Context: an optimization exercise on an open-source flow, tuned for small area, a short achievable clock period and few clock cycles. The choices shown serve that exercise and are no tape-out recipe. In this exercise RTL edits were held to simulation tests only and were not proved equivalent to the original. Power is estimated from default activity; no workload was simulated.

==> try-lagoon <==
## inv16_core
module inv16_core (
    input  wire         clk,
    input  wire         rst,           
    input  wire         start,         
    input  wire [15:0]  nsteps,        
    output wire         busy,
    input  wire         hw_we,
    input  wire [4:0]   hw_sel,        
    input  wire [15:0]  hw_data,
    output wire [255:0] regs,          
    output wire [15:0]  pc_o,
    output wire         dir_o,         
    output wire [1:0]   err_o,
    output wire         halted_o,
    output wire         brk_o,         
    output reg          mem_req,
    output reg          mem_we,
    output reg  [15:0]  mem_addr,
    output wire [15:0]  mem_wdata,     
    input  wire         mem_ack,
    input  wire [15:0]  mem_rdata      
);
==> flow/config.mk <==
export PLATFORM = sky130hd
export DESIGN_NAME = inv16_core
export DESIGN_NICKNAME = inv16_core
export VERILOG_FILES = /design/flow/design.v
export SDC_FILE = /design/flow/constraint.sdc
export NUM_CORES = 4
export LEC_CHECK = 0
export CAP_MARGIN = 30
export CORE_MARGIN = 2
export CORE_UTILIZATION = 45
export SLEW_MARGIN = 30
export TNS_END_PERCENT = 10
==> flow/constraint.sdc <==
create_clock -name core_clock -period 11.0 [get_ports {clk}]
set_input_delay 2.2000 -clock core_clock [delete_from_list [all_inputs] [get_ports {clk}]]
set_output_delay 2.2000 -clock core_clock [all_outputs]
set_load 0.01 [all_outputs]
standard.sh (not shown) runs the stock make flow with config.mk's settings and CLKGATE_MAP_FILE= SYNTH_SCRIPT=/design/flow/synth_recipe.tcl, a recipe that flattens the netlist after the stock synthesis.
==> flow/flow/run.sh <==
#!/bin/bash
set -euo pipefail
export BUFFER_PORTS_ARGS="-buffer_cell sky130_fd_sc_hd__buf_1"
export SETUP_SLACK_MARGIN=6.5
bash standard.sh > standard.log 2>&1
==> inputs of try-onyx, as changes to try-lagoon <==
--- a/flow/design.v
+++ b/flow/design.v
@@ -42,33 +42,32 @@
     reg        dir;
     reg [1:0]  err;
     reg        halted;
     reg        brk_hit;
     reg [3:0]  state;
     reg        req_q;          
     reg        start_ok;       
-    reg        st_busy, st_pc, st_exec, st_srmw, st_twin;    
     reg [15:0] ir;
     reg [15:0] oa, ob, oc;     
     reg        sub_q;          
     reg        eqk;            
-    reg        f_sum, f_shr, f_shl, f_and, f_or, f_cmp, f_xri, f_div, f_srm, f_jeq;
+    reg        f_sum, f_shr, f_shl, f_and, f_or, f_cmp, f_xri, f_div, f_srm;
     reg [15:0] steps_left;
     reg        last;           
     reg [15:0] dr;
     reg [15:0] dq;
     reg [3:0]  dcnt;           
     reg [3:0]  ufa;            
     genvar gi;
     generate
         for (gi = 0; gi < 16; gi = gi + 1) begin : g_regs
             assign regs[16*gi +: 16] = x[gi];
         end
     endgenerate
-    assign busy     = st_busy;
+    assign busy     = (state != S_IDLE);
     assign pc_o     = pc;
     assign dir_o    = dir;
     assign err_o    = err;
     assign halted_o = halted;
     assign brk_o    = brk_hit;
     wire [7:0] byte1 = ir[15:8];
     wire [3:0] op = ir[7:4];
@@ -348,25 +347,25 @@
     wire [15:0] mul_c = {mcs_209, mcs_207, mcs_205, mcs_203, mcs_201, mcs_199, mcs_197, mcs_195, mcs_193, mcs_191, mcs_189, mcs_187, mcs_185, mcs_183, (ob[0] & oc[1]), 1'b0};
     wire [15:0] mul_q = dr + dq;
     wire twin_ok = (mem_rdata == ir);
     reg [15:0] pc_d;
     reg [15:0] base_addr;
     always @(*) begin
         mem_req   = req_q || (start && start_ok);
-        mem_we    = st_srmw;
-        if (st_pc)
-            base_addr = pc;
-        else if (st_twin)
-            base_addr = oa;
-        else if (st_srmw || (st_exec && f_srm))
-            base_addr = ob;
-        else
-            base_addr = pc_next;
+        mem_we    = 1'b0;
+        base_addr = pc_next;
+        case (state)
+            S_IDLE, S_FETCH, S_DRAIN: base_addr = pc;
+            S_EXEC:  if (f_srm) base_addr = ob;
+            S_SRMW:  begin mem_we = 1'b1; base_addr = ob; end
+            S_TWIN:  base_addr = oa;
+            default: ;
+        endcase
     end
-    wire twin_now = st_exec && f_jeq && eqk && !oa[0];
+    wire twin_now = (state == S_EXEC) && (op == OP_JEQ) && eqk && !oa[0];
     always @(*) mem_addr = twin_now ? oa : base_addr;
     assign mem_wdata = oa;
     reg done, ld;
     always @(*) begin
         done = 1'b0;
         ld   = 1'b0;
         case (state)
@@ -470,15 +469,14 @@
             f_shl <= (mem_rdata[7:4] == OP_ROL) || (mem_rdata[7:4] == OP_SHL);
             f_and <= (mem_rdata[7:4] == OP_AND);
             f_or  <= (mem_rdata[7:4] == OP_ORA);
             f_cmp <= (mem_rdata[7:4] == OP_CMP);
             f_xri <= (mem_rdata[7:4] == OP_XRI);
             f_div <= (mem_rdata[7:4] == OP_DIV);
             f_srm <= (mem_rdata[7:4] == OP_SRM);
-            f_jeq <= (mem_rdata[7:4] == OP_JEQ);
         end
     end
     reg [3:0] sn;
     reg [1:0] en;
     reg       hn;
     reg [3:0] cn;
     always @(posedge clk) begin
@@ -608,19 +606,14 @@
         err      <= en;
         halted   <= hn;
         dcnt     <= cn;
         req_q    <= (sn == S_FETCH) || (sn == S_DRAIN) || (sn == S_EXEC) || (sn == S_SRMW) ||
                     (sn == S_MUL) || (sn == S_SRR) || (sn == S_TWIN) ||
                     (sn == S_DIV && cn == 4'd0);
         start_ok <= (sn == S_IDLE) && en == ERR_NONE && !hn;
-        st_busy  <= (sn != S_IDLE);
-        st_pc    <= (sn == S_IDLE) || (sn == S_FETCH) || (sn == S_DRAIN);
-        st_exec  <= (sn == S_EXEC);
-        st_srmw  <= (sn == S_SRMW);
-        st_twin  <= (sn == S_TWIN);
     end
     reg [15:0] pc_adv;
     always @(*) begin
         pc_adv = pc;
         case (state)
             S_EXEC: begin
                 case (op)
- CTS_BUF_LIST: default -> sky130_fd_sc_hd__clkbuf_4 sky130_fd_sc_hd__clkbuf_8
==> inputs of try-quartz, as changes to try-lagoon <==
--- a/flow/design.v
+++ b/flow/design.v
@@ -40,35 +40,32 @@
     reg [15:0] x [0:15];
     reg [15:0] pc;
     reg        dir;
     reg [1:0]  err;
     reg        halted;
     reg        brk_hit;
     reg [3:0]  state;
-    reg        req_q;          
-    reg        start_ok;       
-    reg        st_busy, st_pc, st_exec, st_srmw, st_twin;    
     reg [15:0] ir;
     reg [15:0] oa, ob, oc;     
     reg        sub_q;          
     reg        eqk;            
-    reg        f_sum, f_shr, f_shl, f_and, f_or, f_cmp, f_xri, f_div, f_srm, f_jeq;
+    reg        f_sum, f_shr, f_shl, f_and, f_or, f_cmp, f_xri, f_div, f_srm;
     reg [15:0] steps_left;
     reg        last;           
     reg [15:0] dr;
     reg [15:0] dq;
     reg [3:0]  dcnt;           
     reg [3:0]  ufa;            
     genvar gi;
     generate
         for (gi = 0; gi < 16; gi = gi + 1) begin : g_regs
             assign regs[16*gi +: 16] = x[gi];
         end
     endgenerate
-    assign busy     = st_busy;
+    assign busy     = (state != S_IDLE);
     assign pc_o     = pc;
     assign dir_o    = dir;
     assign err_o    = err;
     assign halted_o = halted;
     assign brk_o    = brk_hit;
     wire [7:0] byte1 = ir[15:8];
     wire [3:0] op = ir[7:4];
@@ -347,26 +344,32 @@
     wire [15:0] mul_s = {mcs_208, mcs_206, mcs_204, mcs_202, mcs_200, mcs_198, mcs_196, mcs_194, mcs_192, mcs_190, mcs_188, mcs_186, mcs_184, (ob[0] & oc[2]), (ob[1] & oc[0]), (ob[0] & oc[0])};
     wire [15:0] mul_c = {mcs_209, mcs_207, mcs_205, mcs_203, mcs_201, mcs_199, mcs_197, mcs_195, mcs_193, mcs_191, mcs_189, mcs_187, mcs_185, mcs_183, (ob[0] & oc[1]), 1'b0};
     wire [15:0] mul_q = dr + dq;
     wire twin_ok = (mem_rdata == ir);
     reg [15:0] pc_d;
     reg [15:0] base_addr;
     always @(*) begin
-        mem_req   = req_q || (start && start_ok);
-        mem_we    = st_srmw;
-        if (st_pc)
-            base_addr = pc;
-        else if (st_twin)
-            base_addr = oa;
-        else if (st_srmw || (st_exec && f_srm))
-            base_addr = ob;
-        else
-            base_addr = pc_next;
+        mem_req   = 1'b0;
+        mem_we    = 1'b0;
+        base_addr = pc_next;
+        case (state)
+            S_IDLE:  begin mem_req = start && err == ERR_NONE && !halted; base_addr = pc; end
+            S_FETCH, S_DRAIN: begin mem_req = 1'b1; base_addr = pc; end
+            S_EXEC:  begin
+                mem_req = 1'b1;
+                if (f_srm) base_addr = ob;
+            end
+            S_SRMW:  begin mem_req = 1'b1; mem_we = 1'b1; base_addr = ob; end
+            S_MUL, S_SRR: begin mem_req = 1'b1; end
+            S_TWIN:  begin mem_req = 1'b1; base_addr = oa; end
+            S_DIV:   begin mem_req = (dcnt == 4'd0); end
+            default: ;
+        endcase
     end
-    wire twin_now = st_exec && f_jeq && eqk && !oa[0];
+    wire twin_now = (state == S_EXEC) && (op == OP_JEQ) && eqk && !oa[0];
     always @(*) mem_addr = twin_now ? oa : base_addr;
     assign mem_wdata = oa;
     reg done, ld;
     always @(*) begin
         done = 1'b0;
         ld   = 1'b0;
         case (state)
@@ -470,157 +473,135 @@
             f_shl <= (mem_rdata[7:4] == OP_ROL) || (mem_rdata[7:4] == OP_SHL);
             f_and <= (mem_rdata[7:4] == OP_AND);
             f_or  <= (mem_rdata[7:4] == OP_ORA);
             f_cmp <= (mem_rdata[7:4] == OP_CMP);
             f_xri <= (mem_rdata[7:4] == OP_XRI);
             f_div <= (mem_rdata[7:4] == OP_DIV);
             f_srm <= (mem_rdata[7:4] == OP_SRM);
-            f_jeq <= (mem_rdata[7:4] == OP_JEQ);
         end
     end
-    reg [3:0] sn;
-    reg [1:0] en;
-    reg       hn;
-    reg [3:0] cn;
     always @(posedge clk) begin
         pc <= pc_d;
-        sn = state;
-        en = err;
-        hn = halted;
-        cn = dcnt;
         if (rst) begin
             dir        <= 1'b0;
-            en        = ERR_NONE;
-            hn     = 1'b0;
+            err        <= ERR_NONE;
+            halted     <= 1'b0;
             brk_hit    <= 1'b0;
-            sn      = S_IDLE;
+            state      <= S_IDLE;
         end else begin
             if (done) begin
                 steps_left <= steps_left - 16'd1;
                 last       <= (steps_left == 16'd2);
-                sn      = last ? S_IDLE : S_EXEC;
+                state      <= last ? S_IDLE : S_EXEC;
             end
             case (state)
                 S_IDLE: begin
                     if (start) begin
                         brk_hit    <= 1'b0;
                         steps_left <= nsteps;
                         last       <= (nsteps == 16'd1);
                         if (err == ERR_NONE && !halted) begin
                             if (nsteps == 16'd0)
-                                sn = mem_ack ? S_IDLE : S_DRAIN;
+                                state <= mem_ack ? S_IDLE : S_DRAIN;
                             else
-                                sn = mem_ack ? S_EXEC : S_FETCH;
+                                state <= mem_ack ? S_EXEC : S_FETCH;
                         end
                     end else if (hw_we) begin
                         case (hw_sel)
                             5'd17:   dir <= hw_data[0];
-                            5'd18:   en = hw_data[1:0];
+                            5'd18:   err <= hw_data[1:0];
                             default: ;
                         endcase
                     end
                 end
-                S_DRAIN: if (mem_ack) sn = S_IDLE;
-                S_FETCH: if (mem_ack) sn = S_EXEC;
+                S_DRAIN: if (mem_ack) state <= S_IDLE;
+                S_FETCH: if (mem_ack) state <= S_EXEC;
                 S_EXEC: if (mem_ack) begin
                     case (op)
                         OP_BRK: begin
                             brk_hit <= 1'b1;
                             if (fa == 4'hF && fb == 4'hF)
-                                hn = 1'b1;
-                            sn = S_IDLE;
+                                halted <= 1'b1;
+                            state <= S_IDLE;
                         end
                         OP_SRR: begin
                             if (fc[3]) begin
-                                en   = ERR_SRR;
-                                sn = S_IDLE;
+                                err   <= ERR_SRR;
+                                state <= S_IDLE;
                             end else begin
-                                sn = S_SRR;
+                                state <= S_SRR;
                             end
                         end
                         OP_JEQ: begin
                             dr  <= pc;
                             dq  <= oa;
                             ufa <= fa;
                             if (eqk) begin
                                 if (oa[0]) begin
-                                    en   = ERR_MISALIGNED;
-                                    sn = S_IDLE;
+                                    err   <= ERR_MISALIGNED;
+                                    state <= S_IDLE;
                                 end else if (!twin_ok) begin
-                                    en   = ERR_MISMATCHED;
-                                    sn = S_UNDO;
+                                    err   <= ERR_MISMATCHED;
+                                    state <= S_UNDO;
                                 end
                             end else if (eq) begin
                                 if (oa[0]) begin
-                                    en   = ERR_MISALIGNED;
-                                    sn = S_UNDO;
+                                    err   <= ERR_MISALIGNED;
+                                    state <= S_UNDO;
                                 end else
-                                    sn = S_TWIN;
+                                    state <= S_TWIN;
                             end
                         end
                         OP_SRM: begin
                             dr    <= mem_rdata;
-                            sn = S_SRMW;
+                            state <= S_SRMW;
                         end
                         OP_DIV: begin
                             if (!div_zero) begin
-                                cn  = dn;
-                                sn = S_DIVA;
+                                dcnt  <= dn;
+                                state <= S_DIVA;
                             end
                         end
                         OP_MUL: begin
                             dr    <= mul_s;
                             dq    <= mul_c;
-                            sn = S_MUL;
+                            state <= S_MUL;
                         end
                         default: ;
                     endcase
                 end
                 S_SRMW: begin
                     if (mem_ack) begin
                         steps_left <= steps_left - 16'd1;
                         last       <= (steps_left == 16'd2);
-                        sn      = last ? S_IDLE : S_FETCH;
+                        state      <= last ? S_IDLE : S_FETCH;
                     end
                 end
                 S_MUL, S_SRR: ;
-                S_UNDO: sn = S_IDLE;
+                S_UNDO: state <= S_IDLE;
                 S_DIVA: begin
                     {dr, dq} <= sh_out[31:0];
-                    sn    = S_DIV;
+                    state    <= S_DIV;
                 end
                 S_TWIN: if (mem_ack) begin
                     if (!twin_ok) begin
-                        en   = ERR_MISMATCHED;
-                        sn = S_UNDO;
+                        err   <= ERR_MISMATCHED;
+                        state <= S_UNDO;
                     end
                 end
                 S_DIV: begin
                     if (dcnt != 4'd0) begin
-                        cn = dcnt - 4'd1;
+                        dcnt <= dcnt - 4'd1;
                         dr   <= div_bit ? div_trial[15:0] : {dr[14:0], dq[15]};
                         dq   <= div_q;
                     end
                 end
-                default: sn = S_IDLE;
+                default: state <= S_IDLE;
             endcase
         end
-        state    <= sn;
-        err      <= en;
-        halted   <= hn;
-        dcnt     <= cn;
-        req_q    <= (sn == S_FETCH) || (sn == S_DRAIN) || (sn == S_EXEC) || (sn == S_SRMW) ||
-                    (sn == S_MUL) || (sn == S_SRR) || (sn == S_TWIN) ||
-                    (sn == S_DIV && cn == 4'd0);
-        start_ok <= (sn == S_IDLE) && en == ERR_NONE && !hn;
-        st_busy  <= (sn != S_IDLE);
-        st_pc    <= (sn == S_IDLE) || (sn == S_FETCH) || (sn == S_DRAIN);
-        st_exec  <= (sn == S_EXEC);
-        st_srmw  <= (sn == S_SRMW);
-        st_twin  <= (sn == S_TWIN);
     end
     reg [15:0] pc_adv;
     always @(*) begin
         pc_adv = pc;
         case (state)
             S_EXEC: begin
                 case (op)
==> flow/flow/run.sh (replaced) <==
#!/bin/bash
set -euo pipefail
export BUFFER_PORTS_ARGS="-buffer_cell sky130_fd_sc_hd__buf_1"
export SETUP_SLACK_MARGIN=6
bash standard.sh > standard.log 2>&1
==> results.txt <==
Synth top cells by count edfxtp_1 (400), nand2_1 (298), nor2_1 (297); Sw Pwr between 3 and 4 mW; drt wl/cell 36.4 um; Vias 36673; total die area roughly 77000 um2; Post-CTS Setup Inserts 44; total global routing track utilization 0.463; Seq pwr share 0.317; filler cell count around 6800; status timing/DRC/antenna clean; Vias/cell roughly 7; routability cong. between 1 and 1.5; Initial Util 0.452; Worst R2R Path Depth 13
The numbers above come from try-onyx.

==> results.txt <==
status timing/DRC/antenna clean; Worst R2R Path Depth 13; Initial Util 0.456; Vias approximately 38000; register area share after synthesis 0.375; total global routing track utilization 0.493; filler cell count roughly 6900; Vias/cell between 7 and 8; drt wl/cell 38.7 um; Seq pwr share 0.333; Fmax just over 200 MHz; total die area between 70000 and 80000 um2; Post-CTS Setup Inserts 85; Synth top cells by count edfxtp_1 (401), nor2_1 (323), nand2_1 (306)
The numbers above come from try-lagoon.

==> results.txt <==
status timing/DRC/antenna clean; Vias/cell just over 7; Initial Util 0.452; total global routing track utilization 0.429; drt wl/cell approximately 35 um; Sw Pwr about 3.9 mW; Seq pwr share 0.325; filler cell count just under 7000; total die area about 77000 um2; Synth top cells by count edfxtp_1 (404), nand2_1 (316), nor2_1 (287); Post-CTS Setup Inserts 12; Worst R2R Path Depth 16; routability cong. approximately 1.1
The numbers above come from try-quartz.

Testbench counts of try-lagoon, summed over its fixed seeds: cycles 122,403.
Testbench counts of try-onyx, summed over its fixed seeds: cycles 122,403.
Testbench counts of try-quartz, summed over its fixed seeds: cycles 122,403.

static timing again, ports no longer ideal:
Ports are ideal in the flow. The routed layouts listed here were re-timed in OpenROAD.
Step 1, drivers: a clkbuf_16 drives clk and a buf_2 each remaining input, both assumed.
Step 2, shift: input delay + t, output delay - t, t = (earliest + latest rising clock arrival at the registers) / 2. This alone moves slack from input paths to output paths.
a / b / c = ideal / step 1 / step 2; a / b = the first two.
run | t (ns) | setup slack, ns | clock arrival spread, ns
try-lagoon | 0.697 | 6.068 / 6.049 / 5.820 | 0.050 / 0.051
try-onyx | 0.760 | 6.032 / 5.964 / 5.702 | 0.067 / 0.067
try-quartz | 0.691 | 5.579 / 5.523 / 5.523 | 0.073 / 0.074
After both steps setup and hold are still met in every run listed. The setup slack of try-onyx, which loses most, moves by -0.068 ns with the drivers and by -0.330 ns with both steps.
